This is an optimization exercise on Yosys and OpenROAD, whose aim is small area, a short achievable clock period and few clock cycles, not a production implementation. Where RTL was checked, it was by simulation tests only, not by an equivalence proof against the original. Only the layout flow was run in runs 2 to 5; the RTL was not checked for function there. Power is estimated from default activity; no workload was simulated.

===== design/flow/design.v =====
module lufft_rx (
    input  wire        clk,
    input  wire        rst,
    input  wire        start,
    input  wire [2:0]  mode,
    input  wire [15:0] len,
    input  wire [7:0]  ecmd,
    input  wire [7:0]  ever,
    output wire        idle,
    input  wire        in_valid,
    input  wire [7:0]  in_data,
    output wire        in_ready,
    output reg         pay_valid,
    output wire [7:0]  pay_data,
    output reg         ent_valid,
    output wire [63:0] ent_value,
    output wire        ent_recog,
    output wire [1:0]  ent_kind,
    output reg         done,
    output reg  [7:0]  res_err,
    output wire [7:0]  res_len,
    output wire [63:0] res_value,
    output wire        res_recog,
    output wire [1:0]  res_kind
);
    function [15:0] crc_step(input [15:0] c, input [7:0] b);
        integer i;
        reg [15:0] r;
        reg [7:0]  d;
        begin
            r = c;
            d = b;
            for (i = 0; i < 8; i = i + 1) begin
                if (r[0] ^ d[0]) r = (r >> 1) ^ 16'h8408;
                else             r = r >> 1;
                d = d >> 1;
            end
            crc_step = r;
        end
    endfunction
    reg        idle_r;        
    reg        rdy;           
    reg        rep;           
    reg        h7v;           
    reg [2:0]  md;
    reg [7:0]  cm, ve;
    reg        lerr;
    reg [15:0] rem;           
    reg [7:0]  iq;            
    reg        iv;
    reg        f0q;           
    reg        c_lt2;         
    reg        c_neg;         
    reg        c_z;           
    reg        c_le7;         
    reg [2:0]  hidx;          
    reg [2:0]  dd;            
    reg        pre;           
    reg [3:0]  pos;           
    reg        hdone;         
    reg [15:0] crc;
    reg [2:0]  ecode;         
    reg [7:0]  plen;          
    reg        pshort;        
    reg [8:0]  mk;            
    reg        pwin;          
    reg        ine, ebeg;     
    reg        sgn;
    reg        recog;
    reg [1:0]  kind;
    reg [63:0] val;           
    wire [7:0] x_cmd  = cm;
    wire [7:0] x_ver  = ve;
    wire [7:0] m_left = cm;
    wire [7:0] erem   = ve;
    wire [47:0] hb    = val[47:0];
    wire act  = ~idle_r;
    wire acc  = start & idle_r;
    wire xfer = in_valid & rdy & act;
    wire rem1 = (rem == 16'd1);
    wire ill  = md[2] & (md[1] | md[0]);
    wire nod  = (rem == 16'd0);        
    wire done_d = act & ~done & ((xfer & rem1) | ill | nod);
    assign idle     = idle_r;
    assign in_ready = rdy;
    wire nv   = iv & act & ~rep;
    wire h6   = nv & (hidx == 3'd6);
    wire       remhi = |rem[15:9];
    wire [8:0] r6    = rem[8:0] - 9'd6;
    wire [8:0] r13   = rem[8:0] - 9'd13;
    wire [8:0] din9  = {1'b0, in_data};
    wire       s_neg = !remhi && (din9 > r6);
    wire       s_z   = !remhi && (din9 == r6);
    wire       s_le7 = !remhi && ((rem[8:0] < 9'd13) || (din9 >= r13));
    wire       lerr6 = c_lt2 || c_neg || lerr;    
    wire       d_z   = c_z;
    wire       d_sm  = c_le7 && !c_z;     
    wire       d_big = !c_le7;
    wire       rst_f = h6 && !d_z;       
    wire [8:0] f0pos = {1'b0, plen} + 9'd14;
    wire       f0in  = (hidx == 3'd7) && !remhi && (rem[8:0] == f0pos);
    wire       f0hit = pre && f0q;
    wire       rp_on = rep && (dd == 3'd0) && (hidx != 3'd7 || h7v);
    wire [7:0] pb    = rep ? hb[7:0] : iq;
    wire       fp    = (nv && (!pre || f0hit)) || rp_on;
    wire       pp    = iv && pwin;
    wire       f9    = fp && !hdone && (pos == 4'd9);
    wire       pwin_d = acc ? 1'b0 : (pp && rem4) ? 1'b0 : f9 ? (plen != 8'd0) : pwin;
    wire       hb_sh = (nv && hidx != 3'd0 && hidx != 3'd7) || (rep && hidx != 3'd7);      
    wire rem4    = (rem == 16'd4);
    wire        crc_en = fp && (rem != 16'd0);
    wire [15:0] crc_s  = crc_step(crc, pb);
    wire        crc_ok = (nv && rem1) ? (crc[15:8] == 8'd0 && iq == crc[7:0])
                                      : (crc == 16'd0);
    reg        hbad;
    reg [2:0]  hcode;
    always @(*) begin
        hbad  = 1'b0;
        hcode = 3'd0;
        case ({hdone, pos})
            5'd0: begin hbad = (pb != 8'h01); hcode = 3'd2; end
            5'd1: begin hbad = (pb != 8'h10); hcode = 3'd3; end
            5'd7: begin hbad = (pb != 8'h02); hcode = 3'd4; end
            5'd8: begin hbad = (pb != x_cmd); hcode = 3'd5; end
            5'd9: begin hbad = (pb != x_ver); hcode = 3'd6; end
            default: ;
        endcase
    end
    wire m1 = (md == 3'd1), m2 = (md == 3'd2), m3 = (md == 3'd3), m4 = (md == 3'd4);
    wire known = (iq[7:3] == 5'b00010);
    reg [7:0] wp1;    
    always @(*) begin
        case (iq[2:0])
            3'd0, 3'd1:       wp1 = 8'd2;
            3'd2, 3'd3:       wp1 = 8'd3;
            3'd4, 3'd5, 3'd6: wp1 = 8'd5;
            default:          wp1 = 8'd9;
        endcase
    end
    wire tg    = pp && (pos == 4'd2) && ine;
    wire sbyte = pp && m2 && ebeg && (m_left != 8'd0);
    wire eend  = pp && ine && (erem == 8'd1);
    wire tagbad = known && (erem != wp1);
    wire perr  = (sbyte && (iq < 8'd2)) || (tg && tagbad);
    wire       inv   = (pos >= 4'd3) && (pos <= 4'd10);
    wire       vw    = pp && inv && ((ine && recog) ||
                                     (m3 && pos == 4'd3) || (m4 && pos <= 4'd5));
    wire [2:0] vj    = pos[2:0] - 3'd3;
    wire       fill  = vw && sgn && iq[7];
    wire       vclr  = tg && !known;
    integer k;
    always @(posedge clk) begin
        ent_valid <= 1'b0;
        done      <= done_d;
        iq <= in_data;
        iv <= in_valid & act & rdy;
        f0q   <= f0in;
        c_lt2 <= (in_data < 8'd2);
        c_neg <= s_neg;
        c_z   <= s_z;
        c_le7 <= s_le7;
        if (xfer) rem <= rem - 16'd1;
        if (nv && hidx != 3'd7) hidx <= hidx + 3'd1;
        if (fp && !hdone) pos <= pos + 4'd1;
        if (crc_en) crc <= crc_s;
        if (fp && ecode == 3'd0 && hbad) ecode <= hcode;
        if (perr && ecode == 3'd0) ecode <= 3'd7;
        if ((nv || (rep && hidx == 3'd7 && h7v)) && mk != 9'd0) begin
            mk <= mk - 9'd1;
            if (mk == 9'd1 && iq != 8'h03) lerr <= 1'b1;
        end
        if (f0hit && nv) pre <= 1'b0;
        if (h6) begin
            plen <= iq - 8'd2;
            dd   <= rem[2:0] - iq[2:0] - 3'd6;      
            mk   <= {1'b0, iq} + 9'd2;
            case (md)
                3'd1:       pshort <= (iq < 8'd5);
                3'd2, 3'd3: pshort <= (iq < 8'd4);
                3'd4:       pshort <= (iq < 8'd6);
                default:    pshort <= 1'b0;
            endcase
            if (lerr6) lerr <= 1'b1;
            if (rst_f) begin
                pos   <= 4'd0;
                crc   <= 16'hFFFF;
                ecode <= 3'd0;
            end
            if (!lerr6 && d_sm) begin
                rep  <= 1'b1;
                rdy  <= 1'b0;
                hidx <= 3'd1;
            end
            if (!lerr6 && d_big) pre <= 1'b1;
        end
        if (rep) begin
            if (dd != 3'd0) dd <= dd - 3'd1;
            if (hidx == 3'd1) h7v <= iv;
            if (hidx == 3'd6) rdy <= 1'b1;
            if (hidx == 3'd7) rep <= 1'b0;
            else              hidx <= hidx + 3'd1;
        end
        pwin      <= pwin_d;
        pay_valid <= in_valid & act & rdy & pwin_d;
        if (f9) begin
            hdone <= 1'b1;
            pos   <= (m3 || m4) ? 4'd2 : 4'd0;
            ine  <= m1;
            ve   <= plen;
            ebeg <= 1'b0;
            sgn  <= 1'b0;
        end
        if (pp) begin
            if (pos != 4'd15) pos <= pos + 4'd1;
            if (m2 && !ine && !ebeg && pos == 4'd1) begin
                cm     <= iq;
                ebeg   <= 1'b1;
            end
            if (sbyte) begin
                ve   <= iq;
                pos   <= 4'd1;
                ine  <= 1'b1;
                ebeg <= 1'b0;
            end
            if (ine) ve <= erem - 8'd1;
            if (eend) begin
                ine       <= 1'b0;
                ent_valid <= m2;
                ebeg      <= 1'b1;
                cm        <= m_left - 8'd1;
            end
        end
        if (tg) begin
            recog <= known;
            kind  <= (iq == 8'h16) ? 2'd1 : (iq == 8'h17) ? 2'd2 : 2'd0;
            sgn   <= known && iq[0] && !(iq[2] && iq[1]);
        end
        for (k = 0; k < 8; k = k + 1) begin
            if (hb_sh && k < 6)
                val[k*8 +: 8] <= (k == 5) ? iq : val[k*8+8 +: 8];
            else if (vclr || (vw && vj <= k))
                val[k*8 +: 8] <= (vw && vj == k) ? iq : {8{fill}};
        end
        if (ill)                    res_err <= 8'h30;
        else if (nod)               res_err <= 8'h01;
        else if (lerr)              res_err <= 8'h10;
        else if (!crc_ok)           res_err <= 8'h11;
        else if (ecode != 3'd0)     res_err <= {5'b00010, ecode};
        else if (pshort || (m2 && m_left != 8'd0)) res_err <= 8'h17;
        else                        res_err <= 8'h00;
        if (acc) begin
            idle_r <= 1'b0;
            md     <= mode;
            cm     <= ecmd;
            ve     <= ever;
            rem    <= len;
            lerr   <= (len < 16'd14);
            hidx   <= 3'd0;
            pos    <= 4'd0;
            hdone  <= 1'b0;
            pre    <= 1'b0;
            crc    <= 16'hFFFF;
            ecode  <= 3'd0;
            mk     <= 9'd0;
        end
        if (done) idle_r <= 1'b1;      
        if (rst) begin
            idle_r    <= 1'b1;
            rdy       <= 1'b1;
            rep       <= 1'b0;
                done      <= 1'b0;
            ent_valid <= 1'b0;
            iv        <= 1'b0;
        end
    end
    assign pay_data  = iq;
    assign ent_value = val;
    assign ent_recog = recog;
    assign ent_kind  = kind;
    assign res_len   = plen;
    assign res_value = val;
    assign res_recog = recog;
    assign res_kind  = kind;
endmodule

===== design/flow/flow/run.sh =====
#!/bin/bash
# Layout flow: the standard ORFS flow (standard.sh, standard synthesis
# unchanged) with two changes to how the layout is made:
#  - buffer_ports puts the smallest buffer (buf_1) on every input and output
#    port instead of the delay-cell buffer it picks by default;
#  - timing repair aims at 5.5 ns of setup slack at the design's period.
# The SDC, clock period and I/O constraints are the standard flow's, unchanged.
# make's full output goes to standard.log; ORFS keeps each step's log under
# orfs/logs.
set -euo pipefail
bash standard.sh BUFFER_PORTS_ARGS="-buffer_cell sky130_fd_sc_hd__buf_1" SETUP_SLACK_MARGIN=5.5 finish > standard.log 2>&1

===== design/flow/standard.sh =====
#!/bin/bash
# synth_recipe.tcl (not shown) runs the flow's synth.tcl, then flattens the netlist and writes it again
# the make line also repeats each setting of config.mk as NAME=value (left out here)
make -C /OpenROAD-flow-scripts/flow DESIGN_CONFIG=/design/flow/config.mk WORK_HOME=/design/flow/orfs CLKGATE_MAP_FILE= SYNTH_SCRIPT=/design/flow/synth_recipe.tcl "${@:-finish}"

===== design/flow/config.mk =====
export PLATFORM = sky130hd
export DESIGN_NAME = lufft_rx
export DESIGN_NICKNAME = lufft_rx
export VERILOG_FILES = /design/flow/design.v
export SDC_FILE = /design/flow/constraint.sdc
export NUM_CORES = 4
export LEC_CHECK = 0
export CAP_MARGIN = 20
export CORE_MARGIN = 2
export CORE_UTILIZATION = 60
export CTS_BUF_LIST = sky130_fd_sc_hd__clkbuf_16
export CTS_CLUSTER_DIAMETER = 200
export CTS_CLUSTER_SIZE = 64
export SETUP_SLACK_MARGIN = 5
export SLEW_MARGIN = 20

===== design/flow/constraint.sdc =====
create_clock -name core_clock -period 8.5 [get_ports {clk}]
set_input_delay 1.7000 -clock core_clock [delete_from_list [all_inputs] [get_ports {clk}]]
set_output_delay 1.7000 -clock core_clock [all_outputs]
set_load 0.01 [all_outputs]

==> flow_summary.ini, run 1 <==
[status]
status = complete, no violations

[floorplanning]
coreArea_um2 = 18600
dieArea_um2 = 19900
die_w_um = 141
die_h_um = 141
row_count = 50
start_util = 0.608
ios = 210

[sta]
max_freq_mhz = 342
setup_viol_count_final = 0
period_needed_ps = 2920
finClkSkew_ps = 16.0
period_share = 0.344
hold_violations = 0
worst_pin_slew_ps = 809
finalMaxSlewViolations = 0
setup_tns_ps = 0
slew_headroom = 0.454
rsz0062_at_grt = true

[global_routing]
grt_first_pass_wirelength_um = 47300
overflow = 0
grt_max_degree = 61
antenna_found_initial = 0
grt_usage = 0.308
grt_pass1_vias = 8536

[yosys]
synth_top_area_frac = 0.279
syn_area_per_cell_um2 = 9.02
synth.area.top_cells = edfxtp_1 (28%), dfxtp_1 (14%), ha_1 (5.6%)
syn_area_um2 = 11300
yosys_warnings = 2
synth_edf_count = 105
ys_seq_area_frac = 0.416
ys_types = 76
syn-instance-count = 1252
synth_async_sr_flop_share = 0
ys_seq_elements = 182
ys_dominant_reg_cell = edfxtp_1
yosysTopAreaCell = edfxtp_1

[setup_path]
slowest_delay_ps = 330
r2r_cells = 8
critical_path_peak_fanout = 22
crit_type = flip-flop to primary output
crit_slowest_cell = dfxtp_1
r2r-start = hidx[1]$_SDFF_PP0_
worstPathCellList = buf_6 -> buf_1
required_ps = 6800
cp-end-kind = primary output
ff2ff_setup_slack_ps = 5650
worstPathArrival_ps = 1220
r2r-end = pos[1]$_SDFF_PP0_
crit_path_start_kind = flip-flop

[cts]
cts_htree_levels = 4
clock_latency_ps = 440
clk_pin_slew_worst_paths_ps = 70
cts_made_buffers = 17
cts_root_buffer = clkbuf_16
cts.sinks = 182
cts_tree = yes
clk_path_buf_depth = 2

[run]
drv_cap = 0

[routing]
drc = 0
initialDrtViolationCount = 991
vias_per_cell = 5.96
ant_nets = 0
wl_um = 30900
dr_total_vias = 9555
routedWlPerCell_um = 19.2
drtPass1Iterations = 5

[finish]
syn_to_final_growth_pct = 9.61
drive_gt1_frac = 0.0723
final_nets = 1455
diodes = 0
postLayoutCellArea_um2 = 12400
fillCellCount = 1510

[power_and_ir_drop]
ir_worst_vdd_uv = 127
p_leak_nw = 4.79
power.density_nw_per_um2 = 168

[worst_hold_path]
hold_path_end = rdy$_SDFF_PP1_
hold_class = flip-flop to flip-flop
hold_path_startpoint = rdy$_SDFF_PP1_
holdPathStages = 2

[placement]
dp.final_hpwl_um = 21800
port_buffers = 206
post_dp_cell_area_um2 = 11600
place_congestion = 0.901
==> report_power, final <==
| group | total, mW | leakage (nW) | switching [mW] | internal (mW) |
|---|---|---|---|---|
| clock | 0.788 | 0.300 | 0.362 | 0.425 |
| combinational | 0.283 | 2.85 | 0.167 | 0.116 |
| sequential | 1.01 | 1.64 | 0.0471 | 0.960 |
==> final cells by class <==
class | instances | area [µm²] | area share
Clock inverter | 14 | 124 | 0.0100
Inverter | 36 | 135 | 0.0109
Sequential cell | 182 | 4700 | 0.379
Tap cell | 234 | 293 | 0.0236
Multi-Input combinational cell | 898 | 5760 | 0.465
Timing Repair Buffer | 222 | 928 | 0.0750
Clock buffer | 18 | 450 | 0.0364
==> synthesized netlist by cell type, types with 4 or more instances <==
master / count
a21o_1: 28
a21oi_1: 92
a22oi_1: 6
a31oi_1: 16
and2_1: 7
and3_1: 7
buf_2: 12
buf_4: 77
buf_6: 4
clkbuf_1: 43
dfxtp_1: 77
edfxtp_1: 105
ha_1: 51
inv_1: 36
mux2_2: 4
mux2i_1: 15
nand2_1: 156
nand2b_1: 12
nand3_1: 22
nand4_1: 12
nand4b_1: 6
nor2_1: 130
nor2b_1: 10
nor3_1: 24
nor3b_1: 6
nor4_1: 18
o211ai_1: 15
o21a_1: 7
o21ai_0: 60
o21ai_1: 4
o21bai_1: 4
o31ai_1: 6
or3_1: 5
or4_1: 4
xnor2_1: 62
xor2_1: 42
==> repair_timing <==
item / 4_1_cts / 5_1_grt
buffers inserted: 0 / 4
hold buffers: 0 / 0
pin swaps: 1 / 2
cloned: 1 / 0
resized for setup: 18 / 22
hold endpoints to repair: 0 / 0
setup endpoints to repair: 150 / 139
==> worst max-delay path: cells and delay by family, from the launching register on <==
| kind | cells | cell delay (ps) |
|---|---|---|
| buf+inv | 2 | 450 |
| flops | 1 | 330 |
==> registers in the layout, indices dropped and copies added (netlist names), 2 cells and up <==
signal,flops
cm,8
crc,16
dd,3
ecode,3
hidx,3
iq,8
kind,2
md,3
mk,9
plen,8
pos,4
rem,16
res_err,5
val,64
ve,8
==> worst max path at each step <==
stage | from | endpoint | slack (ps)
floorplan | in_data[0] | c_le7$_DFF_P_ | 5510
CTS | pos[0]$_SDFF_PP0_ | val[56]$_DFFE_PP_ | 5400
global placement | pos[0]$_SDFF_PP0_ | val[27]$_DFFE_PP_ | 5050
finish | iq[2]$_DFF_P_ | pay_data[2] | 5580
global route | hidx[1]$_SDFF_PP0_ | pos[1]$_SDFF_PP0_ | 5490
detailed placement | pos[0]$_SDFF_PP0_ | val[27]$_DFFE_PP_ | 4980
==> layout by cell type, fill, tap and decap left out, drive strengths merged, types with 8 or more instances in the layout <==
cell type,netlist,routed
buf,96,222
nand2,156,156
nor2,132,132
edfxtp,105,105
a21oi,93,93
dfxtp,77,77
o21ai,64,64
xnor2,62,62
ha,51,51
inv,36,45
xor2,42,42
a21o,28,28
nor3,26,26
nand3,22,22
nor4,21,21
clkbuf,43,18
a31oi,17,17
mux2i,15,15
o211ai,15,15
nand4,12,12
nand2b,12,12
nor2b,10,10
nor3b,8,8
==> routing by layer <==
layer  GRT usage  vias up  part of all wire
met5           0        -                 0
met4       0.102        0             0.029
met3      0.0455       56             0.080
met2       0.455      445              0.44
met1       0.464     4506              0.45
li1            -     4548                 -
==> per-stage QoR <==
stage          setup WS (ps)  utilization  instances  hold slack [ps]  total power [mW]
4_1_cts                 5400        0.659       1600              468              2.08
6_report                5580        0.666       1604              473              2.08
2_1_floorplan           5510            -       1254              446              1.22
5_1_grt                 5490        0.666       1604              515              2.15
3_3_place_gp            5050        0.625       1567              442              1.29
3_5_place_dp            4980        0.625       1567              456              1.30
==> cells by family (layout without fill, tap and decap cells) <==
kind of cell | after synthesis | count (layout) | synth area share
AO/OA/AOI/OAI | 273 | 273 | 0.151
XOR/XNOR | 104 | 104 | 0.0806
adder cells (fa/ha/maj) | 51 | 51 | 0.0565
buffers and inverters | 175 | 290 | 0.0877
flip-flops | 182 | 182 | 0.416
multiplexers | 19 | 19 | 0.0173
other | 1 | 3 | 0.000332
AND/OR/NAND/NOR | 447 | 448 | 0.191
Testbench counts, summed over its fixed seeds: cycles 15,909.
==> inputs of run 2 (changes only) <==
--- a/design/flow/design.v
+++ b/design/flow/design.v
@@ -165,15 +165,15 @@
         if (crc_en) crc <= crc_s;
         if (fp && ecode == 3'd0 && hbad) ecode <= hcode;
         if (perr && ecode == 3'd0) ecode <= 3'd7;
-        if ((nv || (rep && hidx == 3'd7 && h7v)) && mk != 9'd0) begin
+        if ((nv || (rep && hidx == 3'd7 && h7v)) && (!mk[8] || mk == 9'h1FF)) begin
             mk <= mk - 9'd1;
-            if (mk == 9'd1 && iq != 8'h03) lerr <= 1'b1;
+            if (mk == 9'h1FF && iq != 8'h03) lerr <= 1'b1;
         end
         if (f0hit && nv) pre <= 1'b0;
         if (h6) begin
             plen <= iq - 8'd2;
             dd   <= rem[2:0] - iq[2:0] - 3'd6;      
-            mk   <= {1'b0, iq} + 9'd2;
+            mk   <= {1'b0, iq};
             case (md)
                 3'd1:       pshort <= (iq < 8'd5);
                 3'd2, 3'd3: pshort <= (iq < 8'd4);
@@ -261,7 +261,7 @@
             pre    <= 1'b0;
             crc    <= 16'hFFFF;
             ecode  <= 3'd0;
-            mk     <= 9'd0;
+            mk     <= 9'h1FE;
         end
         if (done) idle_r <= 1'b1;      
         if (rst) begin
--- a/design/flow/config.mk
+++ b/design/flow/config.mk
@@ -8,8 +8,8 @@
 export CAP_MARGIN = 20
 export CORE_MARGIN = 2
 export CORE_UTILIZATION = 60
-export CTS_BUF_LIST = sky130_fd_sc_hd__clkbuf_16
-export CTS_CLUSTER_DIAMETER = 200
-export CTS_CLUSTER_SIZE = 64
+export CTS_BUF_LIST = sky130_fd_sc_hd__clkbuf_8
+export CTS_CLUSTER_DIAMETER = 80
+export CTS_CLUSTER_SIZE = 24
 export SETUP_SLACK_MARGIN = 5
 export SLEW_MARGIN = 20
==> run 2 against run 1 <==
Synthesized area rose by 0.73%; routed wire length is 2.1% higher; flip-flop and latch count is the same; die area grew 0.71%.
==> flow_summary.ini, run 2 <==
[global_routing]
grt_first_pass_wirelength_um = 48400
grt_max_degree = 58
grt_pass1_vias = 8679
grt_usage = 0.310
overflow = 0
antenna_found_initial = 0

[worst_hold_path]
hold_path_end = idle_r$_SDFFE_PP1P_
holdPathStages = 2
hold_path_startpoint = done$_SDFF_PP0_
hold_class = flip-flop to flip-flop

[yosys]
ys_seq_area_frac = 0.413
yosys_warnings = 2
ys_dominant_reg_cell = edfxtp_1
ys_types = 87
synth_async_sr_flop_share = 0
synth_edf_count = 105
synth_common_cells = nand2_1 (142), nor2_1 (130), edfxtp_1 (105), a21oi_1 (85), dfxtp_1 (77)
syn_area_per_cell_um2 = 9.13
synth.area.top_cells = edfxtp_1 (28%), dfxtp_1 (14%), ha_1 (5.6%)
ys_seq_elements = 182
syn-instance-count = 1246
yosysTopAreaCell = edfxtp_1
synth_top_area_frac = 0.277
synth_most_common_cell = nand2_1
syn_area_um2 = 11400

[setup_path]
critPathBufInv = 2
ff2ff_setup_slack_ps = 5570
worstPathArrival_ps = 1240
critical_path_peak_fanout = 18
required_ps = 6800
crit_type = flip-flop to primary output
cpLargestDelayFamily = buffers and inverters
r2r-end = ve[7]$_DFF_P_
r2r-start = hidx[1]$_SDFF_PP0_
crit_slowest_cell = dfxtp_1
worstPathCellList = buf_6 -> buf_1
r2r_cells = 8
slowest_delay_ps = 340
crit_path_start_kind = flip-flop
cp-end-kind = primary output

[cts]
clock_latency_ps = 470
clk_path_buf_depth = 2
clk_pin_slew_worst_paths_ps = 100
cts_tree = yes
cts.sinks = 182
cts.hold.buffers_added = 0
cts_made_buffers = 17
cts_root_buffer = clkbuf_8
cts_htree_levels = 4

[routing]
drtPass1Iterations = 6
ant_nets = 0
drc = 0
vias_per_cell = 5.96
dr_total_vias = 9627
initialDrtViolationCount = 882
routedWlPerCell_um = 19.5
wl_um = 31500

[run]
drv_cap = 0

[finish]
final_nets = 1467
largest_reg_flops = 64
drive_gt1_frac = 0.0839
reg_top3 = val (64), crc (16), rem (16)
top_register = val
syn_to_final_growth_pct = 9.42
final_cell_mix = buf_1 (206), nand2_1 (141), nor2_1 (130)
fin_cells = 1616
final_common_cell = buf_1
diodes = 0

[placement]
dp.final_hpwl_um = 22000
place_inst = 1566
port_buffers = 206
place_congestion = 0.932

[sta]
hold_violations = 0
period_share = 0.346
setup_viol_count_final = 0
finalMaxSlewViolations = 0
worst_pin_slew_ps = 929
rsz0062_at_grt = true
slew_headroom = 0.379
period_needed_ps = 2940
setup_tns_ps = 0
max_freq_mhz = 340
finClkSkew_ps = 19.5

[status]
status = complete, no violations

[power_and_ir_drop]
ir_worst_vdd_uv = 93.0
p_leak_nw = 4.76
power.density_nw_per_um2 = 157

[floorplanning]
row_count = 50
dieArea_um2 = 20100
start_util = 0.610
die_w_um = 142
ios = 210
coreArea_um2 = 18600
die_h_um = 142
[run 2: changes by cell type after synthesis, sizes merged, moves of 7 or more]
cell    delta
buf        -9
o211ai     +8
nand3      +8
a21oi      -8
xnor2      -7
a31oi     -10
nand2     -14
[run 2: through the flow]
step | area, µm² | setup slack, ps | power (mW) | hold WS [ps] | util
6_report | 12500 | 5560 | 1.95 | 461 | 0.668
5_1_grt | 12500 | 5460 | 2.03 | 490 | 0.668
4_1_cts | 12300 | 5470 | 1.93 | 457 | 0.658
3_5_place_dp | 11700 | 4410 | 1.30 | 446 | 0.630
3_3_place_gp | 11700 | 4540 | 1.30 | 446 | 0.630
2_1_floorplan | 11400 | 5510 | 1.22 | 446 | -
[run 2: report_power, final]
part           switching, mW  total (mW)  internal [mW]
registers             0.0474        1.01          0.959
clock network          0.340       0.644          0.303
logic                  0.176       0.300          0.124
total                  0.564        1.95           1.39
[run 2: kinds of logic (layout without fill, tap and decap cells)]
family / after synthesis / count (layout) / synth area share
adders and majority gates: 51 / 51 / 0.0561
buffers and inverters: 176 / 309 / 0.0865
xor gates and xnor gates: 101 / 101 / 0.0777
and+or+nand+nor: 448 / 448 / 0.197
DFF: 182 / 182 / 0.413
muxes: 19 / 19 / 0.0176
other: 1 / 3 / 0.000330
AOI/OAI and AO/OA: 268 / 269 / 0.152
[run 2: area by class of cell]
type,instances,area [µm²]
inverter,41,154
multi-input combinational,891,5820
clock buffer,18,248
timing repair buffer,236,1070
fill,1571,6190
sequential,182,4700
clock inverter,14,173
tap,234,293
[run 2: worst max-delay path by stage]
stage | depth (start not counted) | slack [ps] | start | endpoint
floorplan | 8 | 5510 | pos[0]$_SDFF_PP0_ | val[10]$_DFFE_PP_
global placement | 9 | 4540 | start | ecode[2]$_SDFF_PP0_
detailed placement | 9 | 4410 | start | ecode[2]$_SDFF_PP0_
CTS | 9 | 5470 | start | ecode[2]$_SDFF_PP0_
global route | 9 | 5460 | start | ecode[2]$_SDFF_PP0_
finish | 2 | 5560 | iq[5]$_DFF_P_ | pay_data[5]
[run 2: tightest hold or removal path, delay by kind of cell, from the launching register on]
family             cells  cell delay [ps]
and+or+nand+nor        1               50
AOI/OAI and AO/OA      1               60
DFF                    1              330
[run 2: per-layer routing]
| layer | GRT usage | vias up | part of all wire |
|---|---|---|---|
| met5 | 0 | - | 0 |
| met4 | 0.0747 | 0 | 0.013 |
| met3 | 0.0621 | 31 | 0.081 |
| met2 | 0.461 | 410 | 0.44 |
| met1 | 0.466 | 4611 | 0.46 |
| li1 | - | 4575 | - |
[run 2: timing repair]
action / 4_1_cts / 5_1_grt
gates resized for setup: 17 / 23
pin swaps: 2 / 3
setup buffers: 6 / 11
gates cloned: 1 / 0
endpoints found under the setup margin: 138 / 113
==> inputs of run 3 (changes only) <==
==> design/flow/flow/run.sh (replaced) <==
#!/bin/bash
# Layout flow: the standard ORFS flow (standard.sh, standard synthesis
# unchanged) with two changes to how the layout is made:
#  - buffer_ports puts the smallest buffer (buf_1) on every input and output
#    port instead of the delay-cell buffer it picks by default;
#  - timing repair aims at 5.6 ns of setup slack at the design's period.
# The SDC, clock period and I/O constraints are the standard flow's, unchanged.
# make's full output goes to standard.log; ORFS keeps each step's log under
# orfs/logs.
set -euo pipefail
bash standard.sh BUFFER_PORTS_ARGS="-buffer_cell sky130_fd_sc_hd__buf_1" SETUP_SLACK_MARGIN=5.6 finish > standard.log 2>&1
==> run 3 against run 2 <==
Global-route usage up 1.2 points; critical path type unchanged; setup slack better by 93 ps; die area unchanged; still clean on timing, DRC and antenna; largest power group unchanged.
==> flow_summary.ini, run 3 <==
[sta]
hold_slack_ps = 473
finClkSkew_ps = 18.7
fin_ws_ps = 5650
setup_viol_count_final = 0
finalMaxSlewViolations = 0
rsz0062_at_grt = false
setup_tns_ps = 0
worst_pin_slew_ps = 805
hold_violations = 0
max_freq_mhz = 351
period_share = 0.336
slew_headroom = 0.458
period_needed_ps = 2850

[finish]
largest_reg_flops = 64
final_cell_mix = buf_1 (200), nand2_1 (140), nor2_1 (130)
reg_top3 = val (64), crc (16), rem (16)
final_common_cell = buf_1
top_register = val
drive_gt1_frac = 0.112
final_nets = 1491
fin_cells = 1640
diodes = 0
syn_to_final_growth_pct = 12.7
postLayoutCellArea_um2 = 12800
fillCellCount = 1521
fin_util = 0.688

[setup_path]
critPathLaunch = plen[3]$_DFFE_PP_
r2r-start = rem[1]$_DFFE_PP_
r2r_cells = 13
critPathBufInv = 1
crit_slowest_cell = edfxtp_1
crit_path_end = res_len[3]
crit_path_start_kind = flip-flop
worstPathCellList = buf_1
required_ps = 6800
cpLargestDelayFamily = flip-flops
crit_type = flip-flop to primary output
cp-end-kind = primary output
r2r-end = c_le7$_DFF_P_
critical_path_peak_fanout = 6
worstPathArrival_ps = 1150
ff2ff_setup_slack_ps = 5690
slowest_delay_ps = 500
path_depth = 1

[floorplanning]
dieArea_um2 = 20100
die_h_um = 142
coreArea_um2 = 18600
start_util = 0.610
die_w_um = 142
ios = 210
row_count = 50

[yosys]
syn-instance-count = 1246
syn_area_per_cell_um2 = 9.13
ys_dominant_reg_cell = edfxtp_1
synth_most_common_cell = nand2_1
synth_async_sr_flop_share = 0
synth_common_cells = nand2_1 (142), nor2_1 (130), edfxtp_1 (105), a21oi_1 (85), dfxtp_1 (77)
ys_seq_area_frac = 0.413
yosysTopAreaCell = edfxtp_1
ys_seq_elements = 182
ys_types = 87
yosys_warnings = 2
synth_top_area_frac = 0.277
syn_area_um2 = 11400
synth.area.top_cells = edfxtp_1 (28%), dfxtp_1 (14%), ha_1 (5.6%)
synth_edf_count = 105

[global_routing]
grt_first_pass_wirelength_um = 49800
antenna_found_initial = 0
grt_pass1_vias = 8828
grt_usage = 0.322
overflow = 0
grt_max_degree = 58

[routing]
drc = 0
drtPass1Iterations = 6
vias_per_cell = 5.99
initialDrtViolationCount = 956
ant_nets = 0
dr_total_vias = 9828
routedWlPerCell_um = 20.0
wl_um = 32800

[placement]
port_buffers = 206
dp_slack_ps = 4410
post_dp_cell_area_um2 = 11700
place_congestion = 0.932
dp.final_hpwl_um = 22000
place_inst = 1566

[worst_hold_path]
hold_class = flip-flop to flip-flop

[cts]
cts_tree = yes
clk_pin_slew_worst_paths_ps = 90
cts_made_buffers = 17
clk_path_buf_depth = 2
clock_latency_ps = 480
cts.sinks = 182
cts_htree_levels = 4
cts_root_buffer = clkbuf_8

[power_and_ir_drop]
power.density_nw_per_um2 = 154
p_total_mw = 1.97
p_leak_nw = 4.98
ir_worst_vdd_uv = 94.2

[run]
drv_cap = 0

[status]
status = complete, no violations
==> run 3: cell counts after synthesis <==
No cell type changed its count.
==> run 3: repair_timing <==
item | 4_1_cts | 5_1_grt
buffers inserted | 17 | 20
hold buffers | 0 | 0
pin swaps | 2 | 6
resized for setup | 46 | 25
setup endpoints to repair | 154 | 124
cloned | 4 | 1
==> run 3: worst min-delay path by stage <==
stage | start | cells past startpoint | end
5_1_grt | rdy$_SDFF_PP1_ | 2 | rdy$_SDFF_PP1_
6_report | rdy$_SDFF_PP1_ | 2 | rdy$_SDFF_PP1_
3_3_place_gp | done$_SDFF_PP0_ | 2 | idle_r$_SDFFE_PP1P_
3_5_place_dp | done$_SDFF_PP0_ | 2 | idle_r$_SDFFE_PP1P_
4_1_cts | done$_SDFF_PP0_ | 2 | idle_r$_SDFFE_PP1P_
2_1_floorplan | dd[0]$_DFF_P_ | 1 | dd[0]$_DFF_P_
==> run 3: per-layer routing <==
metal	track usage	wire, µm	up-vias
met5	0	0	-
met4	0.0826	517	0
met3	0.0655	2910	34
met2	0.479	14400	458
met1	0.482	14900	4708
li1	-	-	4628
==> run 3: cell type report <==
cell class / instances / area, µm² / share of cell area
clock buffers: 18 / 248 / 0.0193
clock inverters: 14 / 173 / 0.0135
inverters: 41 / 156 / 0.0122
multi-input cells: 891 / 5850 / 0.456
flip-flops and latches: 182 / 4710 / 0.367
well taps: 234 / 293 / 0.0228
repair buffers: 260 / 1400 / 0.109
==> run 3: worst min-delay path, stage by stage, from the launching register on <==
cell	delay, ps
dfxtp_1	340
nand2_1	60
nand2_1	40
==> run 3: logic make-up (layout without fill, tap and decap cells) <==
group | after synthesis | count (layout) | share of synthesized area
AND/OR/NAND/NOR | 448 | 448 | 0.197
AO/OA/AOI/OAI | 268 | 269 | 0.152
flip-flops | 182 | 182 | 0.413
buffers and inverters | 176 | 333 | 0.0865
XOR/XNOR | 101 | 101 | 0.0777
adder cells (fa/ha/maj) | 51 | 51 | 0.0561
multiplexers | 19 | 19 | 0.0176
other | 1 | 3 | 0.000330
==> run 3: report_power, final <==
part,leakage (nW),internal (mW),switching (mW)
combinational,3.11,0.139,0.184
clock,0.220,0.303,0.339
sequential,1.64,0.959,0.0478
==> inputs of run 4 (changes only) <==
--- a/design/flow/design.v
+++ b/design/flow/design.v
@@ -41,7 +41,8 @@
     reg        idle_r;        
     reg        rdy;           
     reg        rep;           
-    reg        h7v;           
+    reg        h7v, h8v;      
+    reg        dec;           
     reg [2:0]  md;
     reg [7:0]  cm, ve;
     reg        lerr;
@@ -49,10 +50,9 @@
     reg [7:0]  iq;            
     reg        iv;
     reg        f0q;           
-    reg        c_lt2;         
-    reg        c_neg;         
-    reg        c_z;           
-    reg        c_le7;         
+    reg        k_lerr;        
+    reg        k_z;           
+    reg        k_sm;          
     reg [2:0]  hidx;          
     reg [2:0]  dd;            
     reg        pre;           
@@ -73,40 +73,36 @@
     wire [7:0] x_ver  = ve;
     wire [7:0] m_left = cm;
     wire [7:0] erem   = ve;
-    wire [47:0] hb    = val[47:0];
+    wire [55:0] hb    = val[55:0];
     wire act  = ~idle_r;
     wire acc  = start & idle_r;
     wire xfer = in_valid & rdy & act;
     wire rem1 = (rem == 16'd1);
     wire ill  = md[2] & (md[1] | md[0]);
     wire nod  = (rem == 16'd0);        
-    wire done_d = act & ~done & ((xfer & rem1) | ill | nod);
+    wire done_d = act & ((xfer & rem1) | ill | nod);
     assign idle     = idle_r;
     assign in_ready = rdy;
     wire nv   = iv & act & ~rep;
     wire h6   = nv & (hidx == 3'd6);
     wire       remhi = |rem[15:9];
-    wire [8:0] r6    = rem[8:0] - 9'd6;
-    wire [8:0] r13   = rem[8:0] - 9'd13;
-    wire [8:0] din9  = {1'b0, in_data};
-    wire       s_neg = !remhi && (din9 > r6);
-    wire       s_z   = !remhi && (din9 == r6);
-    wire       s_le7 = !remhi && ((rem[8:0] < 9'd13) || (din9 >= r13));
-    wire       lerr6 = c_lt2 || c_neg || lerr;    
-    wire       d_z   = c_z;
-    wire       d_sm  = c_le7 && !c_z;     
-    wire       d_big = !c_le7;
-    wire       rst_f = h6 && !d_z;       
+    wire [9:0] e     = {1'b0, rem[8:0]} - 10'd5 - {2'b0, iq};
+    wire       e_neg = !remhi && e[9];
+    wire       e_z   = !remhi && (e == 10'd0);
+    wire       e_le7 = !remhi && (e[9:3] == 7'd0);
+    wire       dc    = dec && act;
+    wire       rst_f = dc && !k_z;       
     wire [8:0] f0pos = {1'b0, plen} + 9'd14;
     wire       f0in  = (hidx == 3'd7) && !remhi && (rem[8:0] == f0pos);
     wire       f0hit = pre && f0q;
-    wire       rp_on = rep && (dd == 3'd0) && (hidx != 3'd7 || h7v);
+    wire       rp_on = rep && (dd == 3'd0) &&
+                       (hidx < 3'd6 || (hidx == 3'd6 ? h7v : h8v));
     wire [7:0] pb    = rep ? hb[7:0] : iq;
-    wire       fp    = (nv && (!pre || f0hit)) || rp_on;
+    wire       fp    = (nv && (!pre || f0hit) && !rst_f) || rp_on;
     wire       pp    = iv && pwin;
     wire       f9    = fp && !hdone && (pos == 4'd9);
     wire       pwin_d = acc ? 1'b0 : (pp && rem4) ? 1'b0 : f9 ? (plen != 8'd0) : pwin;
-    wire       hb_sh = (nv && hidx != 3'd0 && hidx != 3'd7) || (rep && hidx != 3'd7);      
+    wire       hb_sh = (nv && hidx != 3'd0 && hidx != 3'd7) || dc || (rep && hidx != 3'd7);      
     wire rem4    = (rem == 16'd4);
     wire        crc_en = fp && (rem != 16'd0);
     wire [15:0] crc_s  = crc_step(crc, pb);
@@ -155,47 +151,50 @@
         iq <= in_data;
         iv <= in_valid & act & rdy;
         f0q   <= f0in;
-        c_lt2 <= (in_data < 8'd2);
-        c_neg <= s_neg;
-        c_z   <= s_z;
-        c_le7 <= s_le7;
+        dec   <= h6;
         if (xfer) rem <= rem - 16'd1;
         if (nv && hidx != 3'd7) hidx <= hidx + 3'd1;
         if (fp && !hdone) pos <= pos + 4'd1;
         if (crc_en) crc <= crc_s;
         if (fp && ecode == 3'd0 && hbad) ecode <= hcode;
         if (perr && ecode == 3'd0) ecode <= 3'd7;
-        if ((nv || (rep && hidx == 3'd7 && h7v)) && (!mk[8] || mk == 9'h1FF)) begin
+        if (iv && act && mk != 9'd0) begin
             mk <= mk - 9'd1;
-            if (mk == 9'h1FF && iq != 8'h03) lerr <= 1'b1;
+            if (mk == 9'd1 && iq != 8'h03) lerr <= 1'b1;
         end
         if (f0hit && nv) pre <= 1'b0;
         if (h6) begin
             plen <= iq - 8'd2;
             dd   <= rem[2:0] - iq[2:0] - 3'd6;      
-            mk   <= {1'b0, iq};
+            mk   <= {1'b0, iq} + 9'd2;
             case (md)
                 3'd1:       pshort <= (iq < 8'd5);
                 3'd2, 3'd3: pshort <= (iq < 8'd4);
                 3'd4:       pshort <= (iq < 8'd6);
                 default:    pshort <= 1'b0;
             endcase
-            if (lerr6) lerr <= 1'b1;
+            k_lerr <= (iq < 8'd2) || e_neg || lerr;
+            k_z    <= e_z;
+            k_sm   <= e_le7 && !e_z;
+        end
+        if (dc) begin
+            h7v <= iv;
+            if (k_lerr) lerr <= 1'b1;
             if (rst_f) begin
                 pos   <= 4'd0;
                 crc   <= 16'hFFFF;
                 ecode <= 3'd0;
             end
-            if (!lerr6 && d_sm) begin
+            if (!k_lerr && k_sm) begin
                 rep  <= 1'b1;
                 rdy  <= 1'b0;
-                hidx <= 3'd1;
-            end
-            if (!lerr6 && d_big) pre <= 1'b1;
+                hidx <= 3'd0;
+            end
+            if (!k_lerr && !k_z && !k_sm) pre <= 1'b1;
         end
         if (rep) begin
             if (dd != 3'd0) dd <= dd - 3'd1;
-            if (hidx == 3'd1) h7v <= iv;
+            if (hidx == 3'd0) h8v <= iv;
             if (hidx == 3'd6) rdy <= 1'b1;
             if (hidx == 3'd7) rep <= 1'b0;
             else              hidx <= hidx + 3'd1;
@@ -236,8 +235,8 @@
             sgn   <= known && iq[0] && !(iq[2] && iq[1]);
         end
         for (k = 0; k < 8; k = k + 1) begin
-            if (hb_sh && k < 6)
-                val[k*8 +: 8] <= (k == 5) ? iq : val[k*8+8 +: 8];
+            if (hb_sh && k < 7)
+                val[k*8 +: 8] <= (k == 6) ? iq : val[k*8+8 +: 8];
             else if (vclr || (vw && vj <= k))
                 val[k*8 +: 8] <= (vw && vj == k) ? iq : {8{fill}};
         end
@@ -261,9 +260,9 @@
             pre    <= 1'b0;
             crc    <= 16'hFFFF;
             ecode  <= 3'd0;
-            mk     <= 9'h1FE;
-        end
-        if (done) idle_r <= 1'b1;      
+            mk     <= 9'd0;
+        end
+        if (done_d) idle_r <= 1'b1;
         if (rst) begin
             idle_r    <= 1'b1;
             rdy       <= 1'b1;
==> design/flow/flow/run.sh (replaced) <==
#!/bin/bash
set -euo pipefail
bash standard.sh BUFFER_PORTS_ARGS="-buffer_cell sky130_fd_sc_hd__buf_1" SETUP_SLACK_MARGIN=5.5 finish > standard.log 2>&1
==> run 4 against run 3 <==
Count of clock-buffer cells in the layout shrank 1; fmax down 3.9%; flip-flop and latch count up 1; clock skew down 7.2 ps; design area fell by 2.7%; combinational power is 6.8% lower; power hardly changed; clock power up 3%; highest routed layer unchanged.
==> flow_summary.ini, run 4 <==
[routing]
wl_um = 31400
drtPass1Iterations = 5
vias_per_cell = 5.89
drc = 0
initialDrtViolationCount = 873
routedWlPerCell_um = 19.3
ant_nets = 0
dr_total_vias = 9560

[yosys]
syn_area_per_cell_um2 = 8.95
synth_top_area_frac = 0.290
ys_types = 77
yosys_warnings = 2
synth.area.top_cells = edfxtp_1 (29%), dfxtp_1 (13%), nand2_1 (5.3%)
ys_dominant_reg_cell = edfxtp_1
syn_area_um2 = 11300
yosysTopAreaCell = edfxtp_1
synth_async_sr_flop_share = 0
synth_most_common_cell = nand2_1
synth_common_cells = nand2_1 (160), nor2_1 (127), edfxtp_1 (109), a21oi_1 (96), dfxtp_1 (74)
synth_edf_count = 109
ys_seq_elements = 183
ys_seq_area_frac = 0.421
syn-instance-count = 1261

[finish]
final_cell_mix = buf_1 (206), nand2_1 (158), nor2_1 (124)
diodes = 0
syn_to_final_growth_pct = 10.6
drive_gt1_frac = 0.0857
top_register = val
final_nets = 1470
fin_cells = 1622
fillCellCount = 1585
reg_top3 = val (64), crc (16), rem (16)
fin_util = 0.672
final_common_cell = buf_1
largest_reg_flops = 64

[power_and_ir_drop]
p_comb_frac = 0.153
p_leak_nw = 4.60
clock_power_share = 0.335
ir_worst_vdd_uv = 94.5
power_frac_seq = 0.512
p_int_mw = 1.41
swShare = 0.283
power.density_nw_per_um2 = 158
switchingPower_mw = 0.557

[placement]
port_buffers = 206
place_inst = 1581
place_congestion = 0.930
dp.final_hpwl_um = 21800

[global_routing]
overflow = 0
grt_max_degree = 59
grt_pass1_vias = 8369
antenna_found_initial = 0
grt_usage = 0.309
grt_first_pass_wirelength_um = 47400

[setup_path]
required_ps = 6800
crit_slowest_cell = dfxtp_1
ff2ff_setup_slack_ps = 5590
slowest_delay_ps = 380
worstPathArrival_ps = 1270
cpLargestDelayFamily = buffers and inverters
cp-end-kind = primary output
crit_type = flip-flop to primary output
critPathBufInv = 2
critical_path_peak_fanout = 18
worstPathCellList = buf_8 -> buf_1
crit_path_start_kind = flip-flop

[floorplanning]
die_h_um = 141
coreArea_um2 = 18600
start_util = 0.607
ios = 210
die_w_um = 141
row_count = 50
dieArea_um2 = 19900

[sta]
max_freq_mhz = 337
worst_pin_slew_ps = 734
rsz0062_at_grt = true
slew_headroom = 0.506
hold_violations = 0
period_needed_ps = 2970
finalMaxSlewViolations = 0
period_share = 0.349
setup_tns_ps = 0
setup_viol_count_final = 0
finClkSkew_ps = 11.5

[cts]
clk_pin_slew_worst_paths_ps = 100
clock_latency_ps = 470
cts_htree_levels = 4
cts_made_buffers = 17
cts_root_buffer = clkbuf_8
cts.sinks = 183
clk_path_buf_depth = 2
cts_tree = yes

[status]
status = complete, no violations

[worst_hold_path]
hold_class = flip-flop to flip-flop

[run]
drv_cap = 0
## run 4: cell count changes after synthesis, sizes merged, moves of 6 or more
cell,change
a21o,-24
a31o,+7
inv,+14
nor3,-7
nand2,+18
a21oi,+11
mux2i,+8
nand3,-6
and3,+9
nor2,-8
xor2,-15
xnor2,+13
## run 4: final cells by class
cell class                      count  area [µm²]  share of cell area
Tap cell                          234         293              0.0235
Sequential cell                   183        4760               0.381
Inverter                           56         215              0.0172
Clock inverter                     14         199              0.0159
Timing Repair Buffer              233        1090              0.0875
Clock buffer                       17         234              0.0188
Multi-Input combinational cell    885        5690               0.456
## run 4: power by group through the flow
stage / Combinational, mW / Sequential [mW] / Clock (mW)
floorplan: 0.210 / 1.01 / 0
global placement: 0.271 / 1.03 / 0
detailed placement: 0.276 / 1.03 / 0
CTS: 0.284 / 1.01 / 0.665
global route: 0.331 / 1.01 / 0.693
finish: 0.301 / 1.01 / 0.660
## run 4: metrics by stage
step | power (mW) | hold slack [ps] | instance area (µm²) | worst slack (ps)
6_report | 1.97 | 494 | 12500 | 5530
5_1_grt | 2.04 | 539 | 12500 | 5460
4_1_cts | 1.96 | 487 | 12300 | 5400
3_5_place_dp | 1.30 | 468 | 11700 | 4930
3_3_place_gp | 1.30 | 474 | 11700 | 4980
2_1_floorplan | 1.22 | 448 | 11300 | 5500
## run 4: path summary, 6_finish.rpt
path | to | from | cells after the start
max | pay_data[5] | iq[5]$_DFF_P_ | 2
min | dd[0]$_DFF_P_ | dd[0]$_DFF_P_ | 1
max reg2reg | k_z$_DFFE_PP_ | iq[1]$_DFF_P_ | 12
min reg2reg | dd[0]$_DFF_P_ | dd[0]$_DFF_P_ | 1
## run 4: routing by layer
layer	wire, µm	vias up	share of wire	track usage
li1	-	4597	-	-
met1	14700	4493	0.47	0.473
met2	13900	430	0.44	0.464
met3	2190	40	0.070	0.0387
met4	526	0	0.017	0.0779
met5	0	-	0	0
## run 4: kinds of logic (layout without fill, tap and decap cells)
| group | Yosys count | in the layout | synth area share |
|---|---|---|---|
| compound gates | 272 | 272 | 0.152 |
| xor+xnor | 99 | 99 | 0.0769 |
| fa+ha+maj | 47 | 47 | 0.0528 |
| buf+inv | 195 | 320 | 0.0901 |
| flops | 183 | 183 | 0.421 |
| mux | 25 | 25 | 0.0225 |
| other cells | 1 | 3 | 0.000332 |
| simple gates | 439 | 439 | 0.184 |
## run 4: timing repair
| item | CTS | global route |
|---|---|---|
| pin swaps | 2 | 3 |
| setup endpoints to repair | 134 | 98 |
| endpoints found under the hold margin | 0 | 0 |
| setup buffers | 2 | 5 |
| hold buffers | 0 | 0 |
| gates cloned | 1 | 1 |
| gates resized for setup | 35 | 33 |
==> inputs of run 5 (changes only) <==
--- a/design/flow/config.mk
+++ b/design/flow/config.mk
@@ -8,7 +8,6 @@
 export CAP_MARGIN = 20
 export CORE_MARGIN = 2
 export CORE_UTILIZATION = 60
-export CTS_BUF_LIST = sky130_fd_sc_hd__clkbuf_8
 export CTS_CLUSTER_DIAMETER = 80
 export CTS_CLUSTER_SIZE = 24
 export SETUP_SLACK_MARGIN = 5
==> run 5 against run 4 <==
Final cell count hardly changed; setup slack worse by 15 ps; combinational power hardly changed; global-route usage is 0.38 points higher; clock power is about 30% higher; critical endpoint is now pay_data[4]; largest power group unchanged.
==> flow_summary.ini, run 5 <==
[status]
status = complete, no violations

[finish]
diodes = 0
top_register = val
final_nets = 1469
postLayoutCellArea_um2 = 12600
final_cell_mix = buf_1 (206), nand2_1 (158), nor2_1 (124)
reg_top3 = val (64), crc (16), rem (16)
drive_gt1_frac = 0.0836
largest_reg_flops = 64
syn_to_final_growth_pct = 11.9
final_common_cell = buf_1
fin_cells = 1621

[worst_hold_path]
hold_class = flip-flop to flip-flop

[yosys]
syn_area_per_cell_um2 = 8.95
synth_most_common_cell = nand2_1
synth_compound_area_frac = 0.152
synthAdderAreaFrac = 0.0528
synth_common_cells = nand2_1 (160), nor2_1 (127), edfxtp_1 (109), a21oi_1 (96), dfxtp_1 (74)
ys_seq_area_frac = 0.421
ys_seq_elements = 183
synth_xor_area_frac = 0.0769
synth_top_area_frac = 0.290
syn-instance-count = 1261
ys_dominant_reg_cell = edfxtp_1
syn_area_um2 = 11300
synth_async_sr_flop_share = 0
synth_simple_gate_area_frac = 0.184
synth_edf_count = 109
synth_top_family_by_area = simple AND/OR/NAND/NOR gates
yosysTopAreaCell = edfxtp_1
ys_types = 77
yosys_warnings = 2
synth.area.top_cells = edfxtp_1 (29%), dfxtp_1 (13%), nand2_1 (5.3%)
synthMuxAreaShare = 0.0225

[routing]
ant_nets = 0
dr_total_vias = 9638
drtPass1Iterations = 5
routedWlPerCell_um = 19.5
initialDrtViolationCount = 881
wl_um = 31600
vias_per_cell = 5.95
drc = 0

[global_routing]
antenna_found_initial = 0
grt_first_pass_wirelength_um = 47800
grt_usage = 0.313
grt_pass1_vias = 8466
grt_max_degree = 59
overflow = 0

[setup_path]
crit_type = flip-flop to primary output
cp-end-kind = primary output
crit_path_start_kind = flip-flop
critical_path_peak_fanout = 18
required_ps = 6800
worstPathArrival_ps = 1280

[sta]
rsz0062_at_grt = true
hold_violations = 0
slew_headroom = 0.476
setup_tns_ps = 0
hold_slack_ps = 500
worst_pin_slew_ps = 786
max_freq_mhz = 335
period_needed_ps = 2980
finalMaxSlewViolations = 0
setup_viol_count_final = 0
period_share = 0.351
finClkSkew_ps = 8.48

[cts]
cts_tree = yes
clk_path_buf_depth = 2
cts_made_buffers = 17
clock_latency_ps = 440
cts.sinks = 183
cts_root_buffer = clkbuf_16
cts.hold.buffers_added = 0
clk_pin_slew_worst_paths_ps = 70
cts_htree_levels = 4

[floorplanning]
die_h_um = 141
coreArea_um2 = 18600
ios = 210
start_util = 0.607
row_count = 50
dieArea_um2 = 19900
die_w_um = 141

[power_and_ir_drop]
p_leak_nw = 4.67
ir_worst_vdd_uv = 145
power.density_nw_per_um2 = 172
p_total_mw = 2.17

[placement]
post_dp_cell_area_um2 = 11700
dp.final_hpwl_um = 21800
place_inst = 1581
port_buffers = 206
place_congestion = 0.930

[run]
drv_cap = 0
## run 5: cell counts after synthesis
No cell type changed its count.
## run 5: cells by family after synthesis
kind of cell / count (synthesis)
flops: 183
buf+inv: 195
mux: 25
xor+xnor: 99
compound gates: 272
simple gates: 439
other cells: 1
fa+ha+maj: 47
## run 5: critical path: stages (launching register included)
cell and delay (ps):
dfxtp_1 310, buf_4 340, buf_1 200
## run 5: area by class of cell
type | count | area (µm²)
Timing Repair Buffer | 232 | 1050
Sequential cell | 183 | 4760
Clock inverter | 13 | 195
Clock buffer | 18 | 429
Tap cell | 234 | 293
Fill cell | 1561 | 5960
Inverter | 56 | 215
Multi-Input combinational cell | 885 | 5690
## run 5: report_power, final
part | switching (mW) | internal, mW
clock network | 0.363 | 0.496
logic | 0.176 | 0.122
registers | 0.0429 | 0.967
total | 0.582 | 1.59
## run 5: final timing paths
kind                       from             to  slack, ps  cells after the start
setup / recovery  iq[4]$_DFF_P_    pay_data[4]       5520                      2
hold / removal    dd[0]$_DFF_P_  dd[0]$_DFF_P_        500                      1
setup reg to reg  iq[1]$_DFF_P_  k_z$_DFFE_PP_       5580                     12
hold reg to reg   dd[0]$_DFF_P_  dd[0]$_DFF_P_        500                      1
## run 5: metrics by stage
stage | utilization | setup slack [ps]
final | 0.679 | 5520
after global routing | 0.679 | 5450
after CTS | 0.669 | 5390
after detailed placement | 0.629 | 4930
after global placement | 0.629 | 4980
after floorplan | - | 5500
## run 5: layer usage
metal,share of wire,up-vias,track usage,wire length [µm]
met5,0,-,0,0
met1,0.46,4558,0.474,14500
met4,0.021,0,0.0811,654
li1,-,4598,-,-
met3,0.082,44,0.0431,2600
met2,0.44,438,0.473,13900
## run 5: repair_timing
action / in CTS / in global routing
gates resized for setup: 29 / 30
setup endpoints to repair: 125 / 118
pin swaps: 2 / 4
buffers inserted: 2 / 5
cloned: 1 / 1

[separate check: timing with driven ports]
In the flow no input, the clock included, has a driving cell. The finished layouts below were timed again as built, in two steps.
Step 1: set_driving_cell puts a clkbuf_16 on clk and a buf_2 on each other input, an assumption about the parent block.
Step 2 also shifts input and output timing later by t, the mid clock arrival at the registers, as if the neighbouring blocks saw the same clock.
Three values: no drivers, after step 1, after step 2; two values: the first two.
run | t, ns | setup slack, ns | hold WS [ns] | latest minus earliest clock arrival (ns)
run 1 | 0.483 | 5.577 / 5.530 / 5.202 | 0.473 / 0.473 / 0.473 | 0.016 / 0.016
run 2 | 0.504 | 5.555 / 5.516 / 5.108 | 0.461 / 0.461 / 0.461 | 0.020 / 0.020
run 3 | 0.508 | 5.648 / 5.607 / 5.199 | 0.473 / 0.473 / 0.473 | 0.018 / 0.019
run 4 | 0.508 | 5.533 / 5.490 / 5.211 | 0.494 / 0.494 / 0.494 | 0.012 / 0.012
run 5 | 0.480 | 5.518 / 5.472 / 5.224 | 0.500 / 0.500 / 0.500 | 0.010 / 0.011
After both steps setup and hold are still met in every run listed. The setup slack of run 3, which loses most, moves by -0.041 ns with the drivers and by -0.449 ns with both steps.
